This design comes from an exercise in tuning for small area, a short achievable clock period and few clock cycles per item on the open sky130 flow, not from production work.
The RTL was checked by simulation tests, not by an equivalence proof against the original design.

==> flow/design.v <==
module hme_fsearch (
    input  wire         clk,
    input  wire         rst,
    input  wire         start,
    input  wire [4:0]   grid_rows_m1,    
    input  wire [4:0]   grid_cols_m1,    
    output reg          busy,
    output reg          done,
    output wire         ref_req,
    output wire [8:0]   ref_y,
    output wire [8:0]   ref_x,
    input  wire [127:0] ref_row,
    output wire         tgt_req,
    output wire [8:0]   tgt_y,
    output wire [8:0]   tgt_x,
    input  wire [127:0] tgt_row,
    output reg          res_valid,
    output wire [4:0]   res_mb_row,
    output wire [4:0]   res_mb_col,
    output wire [4:0]   res_dy,
    output wire [4:0]   res_dx,
    output wire [15:0]  res_cost
);
    reg [4:0] gr_m1, gc_m1;
    reg [4:0] mb_r, mb_c;
    reg       run;                     
    wire top   = (mb_r == 5'd0);
    wire bot   = (mb_r == gr_m1);
    wire left  = (mb_c == 5'd0);
    wire right = (mb_c == gc_m1);
    reg        [3:0] g_rad;
    reg signed [4:0] g_a, g_b;
    reg              g_done;
    wire signed [4:0] rp  = {1'b0, g_rad};
    wire signed [4:0] rn  = -rp;
    wire signed [4:0] rp1 = rp + 5'sd1;
    wire signed [4:0] rn1 = -rp1;
    wire signed [4:0] a_hi  = top   ? 5'sd0 : rp;
    wire signed [4:0] b_lo  = right ? 5'sd0 : rn;
    wire signed [4:0] b_hi  = left  ? 5'sd0 : rp;
    wire g_full = (g_a == rp) || (g_a == rn);
    wire g_ok   = !g_done && (g_full || (g_b == rn ? !right : !left));
    wire signed [4:0] a_nx    = g_a + 5'sd1;
    wire              full_nx = (a_nx == rp);
    wire signed [4:0] b_row   = full_nx ? b_lo : (right ? rp : rn);
    wire signed [4:0] a_ring  = bot ? 5'sd0 : rn1;
    wire signed [4:0] b_ring  = bot ? (right ? rp1 : rn1) : (right ? 5'sd0 : rn1);
    reg               r_v, x_v, d_v;
    reg signed [4:0]  r_dy, x_dy, d_dy;
    reg signed [4:0]  r_dx, x_dx, d_dx;
    reg        [3:0]  r_row, x_row, d_row;
    reg        [15:0] r_acc, x_acc, d_acc;
    reg        [11:0] d_sum;
    wire [8:0] ty = {mb_r, 4'd0};
    wire [8:0] tx = {mb_c, 4'd0};
    assign ref_req = r_v;
    assign tgt_req = r_v;
    assign ref_y   = ty + {5'd0, r_row} - {{4{r_dy[4]}}, r_dy};
    assign ref_x   = tx - {{4{r_dx[4]}}, r_dx};
    assign tgt_y   = {mb_r, r_row};
    assign tgt_x   = tx;
    reg [11:0] row_sad;
    reg [8:0]  df;
    integer k;
    always @(*) begin
        row_sad = 12'd0;
        for (k = 0; k < 16; k = k + 1) begin
            df = {1'b0, ref_row[8*k +: 8]} - {1'b0, tgt_row[8*k +: 8]};
            row_sad = row_sad + {4'd0, df[8] ? -df[7:0] : df[7:0]};
        end
    end
    reg        [15:0] best_cost;
    reg signed [4:0]  best_dy, best_dx;
    assign res_mb_row = mb_r;
    assign res_mb_col = mb_c;
    assign res_dy     = best_dy;
    assign res_dx     = best_dx;
    assign res_cost   = best_cost;
    wire [15:0] acc_new = d_acc + {4'd0, d_sum};
    wire ahead = (d_dy > best_dy) || ((d_dy == best_dy) && (d_dx > best_dx));
    wire lose   = (acc_new > best_cost) || ((acc_new == best_cost) && !ahead);
    wire fin    = (d_row == 4'd15);
    wire cont   = d_v && !lose && !fin;
    wire win    = d_v && !lose && fin;
    wire take   = !cont && g_ok;
    wire drained = run && g_done && !r_v && !x_v && !d_v;
    always @(posedge clk) begin
        x_v   <= r_v;
        x_dy  <= r_dy;
        x_dx  <= r_dx;
        x_row <= r_row;
        x_acc <= r_acc;
        d_v   <= x_v;
        d_dy  <= x_dy;
        d_dx  <= x_dx;
        d_row <= x_row;
        d_acc <= x_acc;
        d_sum <= row_sad;
        r_v <= cont || g_ok;
        if (cont) begin
            r_dy  <= d_dy;
            r_dx  <= d_dx;
            r_row <= d_row + 4'd1;
            r_acc <= acc_new;
        end else begin
            r_dy  <= g_a;
            r_dx  <= g_b;
            r_row <= 4'd0;
            r_acc <= 16'd0;
        end
        if (win) begin
            best_cost <= acc_new;
            best_dy   <= d_dy;
            best_dx   <= d_dx;
        end
        if ((take || !g_ok) && !g_done) begin
            if (g_full && g_b != b_hi) begin
                g_b <= g_b + 5'sd1;
            end else if (!g_full && g_b == rn && !left) begin
                g_b <= rp;
            end else if (g_a != a_hi) begin
                g_a <= a_nx;
                g_b <= b_row;
            end else if (g_rad == 4'd8) begin
                g_done <= 1'b1;
            end else begin
                g_rad <= g_rad + 4'd1;
                g_a   <= a_ring;
                g_b   <= b_ring;
            end
        end
        done      <= 1'b0;
        res_valid <= 1'b0;
        if (drained) begin
            run       <= 1'b0;
            res_valid <= 1'b1;
            if (mb_c == gc_m1 && mb_r == gr_m1) begin
                done <= 1'b1;
                busy <= 1'b0;
            end
        end
        if (res_valid && busy) begin
            if (mb_c == gc_m1) begin
                mb_c <= 5'd0;
                mb_r <= mb_r + 5'd1;
            end else begin
                mb_c <= mb_c + 5'd1;
            end
            run       <= 1'b1;
            g_rad     <= 4'd0;
            g_a       <= 5'sd0;
            g_b       <= 5'sd0;
            g_done    <= 1'b0;
            best_cost <= 16'hffff;
        end
        if (start && !busy) begin
            gr_m1     <= grid_rows_m1;
            gc_m1     <= grid_cols_m1;
            mb_r      <= 5'd0;
            mb_c      <= 5'd0;
            busy      <= 1'b1;
            run       <= 1'b1;
            g_rad     <= 4'd0;
            g_a       <= 5'sd0;
            g_b       <= 5'sd0;
            g_done    <= 1'b0;
            best_cost <= 16'hffff;
        end
        if (rst) begin
            busy      <= 1'b0;
            done      <= 1'b0;
            res_valid <= 1'b0;
            run       <= 1'b0;
            g_done    <= 1'b1;
            r_v       <= 1'b0;
            x_v       <= 1'b0;
            d_v       <= 1'b0;
        end
    end
endmodule
==> flow/run.sh <==
#!/bin/bash
# synth_recipe.tcl (not shown) runs the flow's synth.tcl, then flattens the netlist and writes it again
# the make line also repeats each setting of config.mk as NAME=value (left out here)
make -C /OpenROAD-flow-scripts/flow DESIGN_CONFIG=/design/flow/config.mk WORK_HOME=/design/flow/orfs CLKGATE_MAP_FILE= SYNTH_SCRIPT=/design/flow/synth_recipe.tcl finish
==> flow/config.mk <==
export PLATFORM = sky130hd
export DESIGN_NAME = hme_fsearch
export DESIGN_NICKNAME = hme_fsearch
export VERILOG_FILES = /design/flow/design.v
export SDC_FILE = /design/flow/constraint.sdc
export NUM_CORES = 4
export LEC_CHECK = 0
export CAP_MARGIN = 20
export CORE_MARGIN = 2
export CORE_UTILIZATION = 25
export PLACE_DENSITY = 0.5
export SLEW_MARGIN = 20
==> flow/constraint.sdc <==
create_clock -name core_clock -period 22.0 [get_ports {clk}]
set_input_delay 4.4000 -clock core_clock [delete_from_list [all_inputs] [get_ports {clk}]]
set_output_delay 4.4000 -clock core_clock [all_outputs]
set_load 0.01 [all_outputs]
==> metrics.cfg <==
[worst_setup_path]
worst_r2r_endpoint=best_cost[15]
worstPathRequired_ns=22.33
critPathSlowestCell=fa_1
arrival_ns=12.28
cp_max_fo=8
ff2ff_path_depth=20
start_kind=primary input
cp_common_cell=fa_1
endpoint_kind=flop
critPathKind=primary input to flop
timing.rr.start=d_sum[0]
rrSetupSlack_ns=16.71
crit_path_max_incr_delay_ns=0.58

[global_routing]
first_global_vias=15600
grt_pass1_wl_um=83200
grt_antenna_before_repair=3
track_usage=0.142
grt_max_degree=33
grt-ovfl-total=0

[drt]
post_drt_wl_per_cell_um=15.8
vias_per_cell=4.44
first_pass_iters=7
drt-total-wl_um=53300
drc_errors=0
drt-initial-drc-count=849
ant_nets=0
num_vias=15000

[sta]
max_freq_ghz=0.0837
relSlewSlack=0.418
rsz0062_at_grt=false
fin_tns_setup_ns=0
worstMarginPinSlew_ns=0.861
min_period_ns=11.95
finClkSkew_ns=0.00844
finalCritPeriodShare=0.543
hold_viol=0
drv_slew=0
finalWorstSetupSlack_ns=10.05
finalSetupViolations=0

[floorplanning]
die_h_um=273
pin_count=346
die_x_um=273
die_area_um2=74300
core_area_um2=71500
rows=98
start_util=0.252

[synthesis]
synth_area_per_cell_um2=8.65
syn_area_um2=18000
ys_dominant_reg_cell=dfxtp_1
ys_ff_latch=170
ys_async_sr_fraction=0
synth_xor_area_frac=0.118
synth_adder_area_share=0.296
yosysSeqAreaShare=0.200
syn_inst=2085
yosysWarnings=1
synth_simple_gate_area_frac=0.125
yosysUniqueCellTypes=79
synth_top_family_by_area=adder cells
synth_edf_count=20
synthMuxAreaShare=0.0112
synth_compound_area_frac=0.150

[clock_network]
cts_setup_buffers=0
hold_buffers=0
cts_tree=yes
root_buffer=clkbuf_16
cts.sinks=170
htreeDepth=4
path_clk_slew_ns=0.07
clk-insertion-delay-late_ns=0.44
clock_path_buffers=2
cts_resized=0
cts_buffers=17

[placement]
dp_hpwl_um=46900
placedCellCount=3334
routabilityCongestion=0.855
place_ws_ns=9.58
portBuffers=341

[final_layout]
fin_cells=3368
drive_above_1_share=0.0269
final_nets=3024
area_growth_pct=27.5

[run]
cap_violations=0

[min_path]
min_from=x_acc[5]
hold_path_end=d_acc[5]
holdPathStages=0
min_path_type=flop to flop

[status]
status=complete, no violations

==> per-stage QoR <==
stage	utilization	area (µm²)	hold slack [ns]
global route	0.322	23000	0.329
finish	0.322	23000	0.325
detailed placement	0.313	22400	0.312
global placement	0.313	22400	0.311
floorplan	-	18000	0.310
CTS	0.321	23000	0.326
==> worst max-delay path by stage <==
stage / end / start / slack [ns]
after global routing: d_sum[11] / tgt_row[72] / 9.42
after global placement: d_sum[11] / tgt_row[80] / 9.75
final: d_sum[11] / tgt_row[72] / 10.05
after floorplan: d_sum[11] / ref_row[72] / 10.66
after detailed placement: d_sum[11] / tgt_row[72] / 9.58
after CTS: d_sum[11] / tgt_row[72] / 10.05
==> per-layer routing <==
layer  track usage  routed length [µm]  vias to the layer above  part of all wire
met5             0                  13                        -           0.00024
li1              -                   -                     7563                 -
met4        0.0335                 947                        2             0.018
met2         0.256               26600                      343              0.50
met1         0.177               23700                     7007              0.44
met3        0.0201                2020                       52             0.038
==> layout by cell type, fill, tap and decap left out, types with 5 or more instances in the layout <==
cell	netlist	routed
nor2b_1	37	37
a21o_1	52	52
a21oi_1	108	108
clkinv_4	0	5
nand3_1	59	59
a211oi_1	7	7
nand2_1	96	96
edfxtp_1	20	20
o31ai_1	21	21
o21bai_1	27	27
a31o_2	5	5
ha_1	225	225
nand2b_1	13	13
o21ai_0	67	67
nand4_1	11	11
a31oi_1	23	23
mux2_2	10	10
or3_1	17	17
fa_1	126	126
clkbuf_16	0	17
clkdlybuf4s50_1	0	341
and3_1	11	11
o311ai_0	18	18
xnor2_1	137	137
nand3b_1	16	16
a21boi_0	20	20
nor3_1	29	29
dfxtp_1	150	150
nor2_1	96	96
inv_1	406	405
xor2_1	106	106
o211ai_1	21	21
nor3b_1	23	23
o21ai_1	8	8
mux2i_1	9	9
==> area by class of cell <==
class                           instances  area, µm²
Fill cell                            7444      48500
Antenna cell                            1       2.50
Tap cell                              950       1190
Inverter                              406       1520
Multi-Input combinational cell       1465      12600
Clock buffer                           18        439
Clock inverter                         14        131
Sequential cell                       170       3600
Timing Repair Buffer                  344       3460
==> state kept, by name, summed over array words and instances, names as in the netlist, 12 cells and up <==
register / cells
best_cost: 16
x_acc: 16
d_acc: 16
d_sum: 12
r_acc: 16
==> critical path, delay by kind of cell <==
| kind | cells | cell delay [ns] |
|---|---|---|
| adder cells (fa/ha/maj) | 9 | 4.06 |
| AO/OA/AOI/OAI | 13 | 2.58 |
| buffers and inverters | 7 | 0.82 |
| AND/OR/NAND/NOR | 2 | 0.22 |
| XOR/XNOR | 1 | 0.19 |
==> cell usage after synthesis (3+ instances only) <==
library cell | n | area [µm²]
inv_1 | 406 | 1520
nand2_1 | 96 | 360
nor3_1 | 29 | 145
a211oi_1 | 7 | 52.6
nand4_1 | 11 | 68.8
a21boi_0 | 20 | 150
buf_6 | 4 | 45.0
edfxtp_1 | 20 | 601
buf_2 | 4 | 20.0
xnor2_1 | 137 | 1200
o211ai_1 | 21 | 158
dfxtp_1 | 150 | 3000
ha_1 | 225 | 2820
fa_1 | 126 | 2520
o31ai_1 | 21 | 158
nor2b_1 | 37 | 231
nand3_1 | 59 | 295
o21bai_1 | 27 | 203
a21o_1 | 52 | 390
xor2_1 | 106 | 928
mux2_2 | 10 | 113
o21ai_1 | 8 | 40.0
o311ai_0 | 18 | 158
buf_4 | 16 | 120
o21ai_0 | 67 | 335
nor4b_1 | 3 | 26.3
or3_1 | 17 | 106
a31oi_1 | 23 | 144
a31o_2 | 5 | 43.8
a211o_1 | 4 | 35.0
o22ai_1 | 3 | 18.8
and2_1 | 4 | 25.0
a21oi_1 | 108 | 541
nand3b_1 | 16 | 120
and3_1 | 11 | 68.8
o32ai_1 | 3 | 26.3
nor3b_1 | 23 | 173
nand2b_1 | 13 | 81.3
nor4_1 | 4 | 25.0
nor2_1 | 96 | 360
clkbuf_1 | 22 | 82.6
mux2i_1 | 9 | 90.1
==> cell families (layout without fill, tap and decap cells) <==
kind of cell	after synthesis	after routing
AND/OR/NAND/NOR	435	435
buffers and inverters	453	782
adder cells (fa/ha/maj)	351	351
AO/OA/AOI/OAI	413	413
XOR/XNOR	243	243
multiplexers	19	19
other	1	5
flip-flops	170	170
Testbench counts, summed over its fixed seeds: cycles 237,719, mbs 298.

[what the ideal ports hide]
How much do the figures lean on ideal ports? The routed layout below was timed once more, with nothing changed but the port constraints.
Step 1, drivers: a clkbuf_16 drives clk and a buf_2 each remaining input, both assumed.
Step 2 also shifts input and output timing later by t, the mid clock arrival at the registers, as if the neighbouring blocks saw the same clock.
a / b / c = no drivers / after step 1 / after step 2; a / b = the first two.
t (ns): 0.490
setup WS [ns]: 10.052 / 10.068 / 9.578
hold slack, ns: 0.325 / 0.325 / 0.325
slew at the worst register clock pin (ns): 0.07 / 0.07
After both steps setup and hold are still met in this run. The setup slack of this run moves by +0.016 ns with the drivers and by -0.474 ns with both steps.
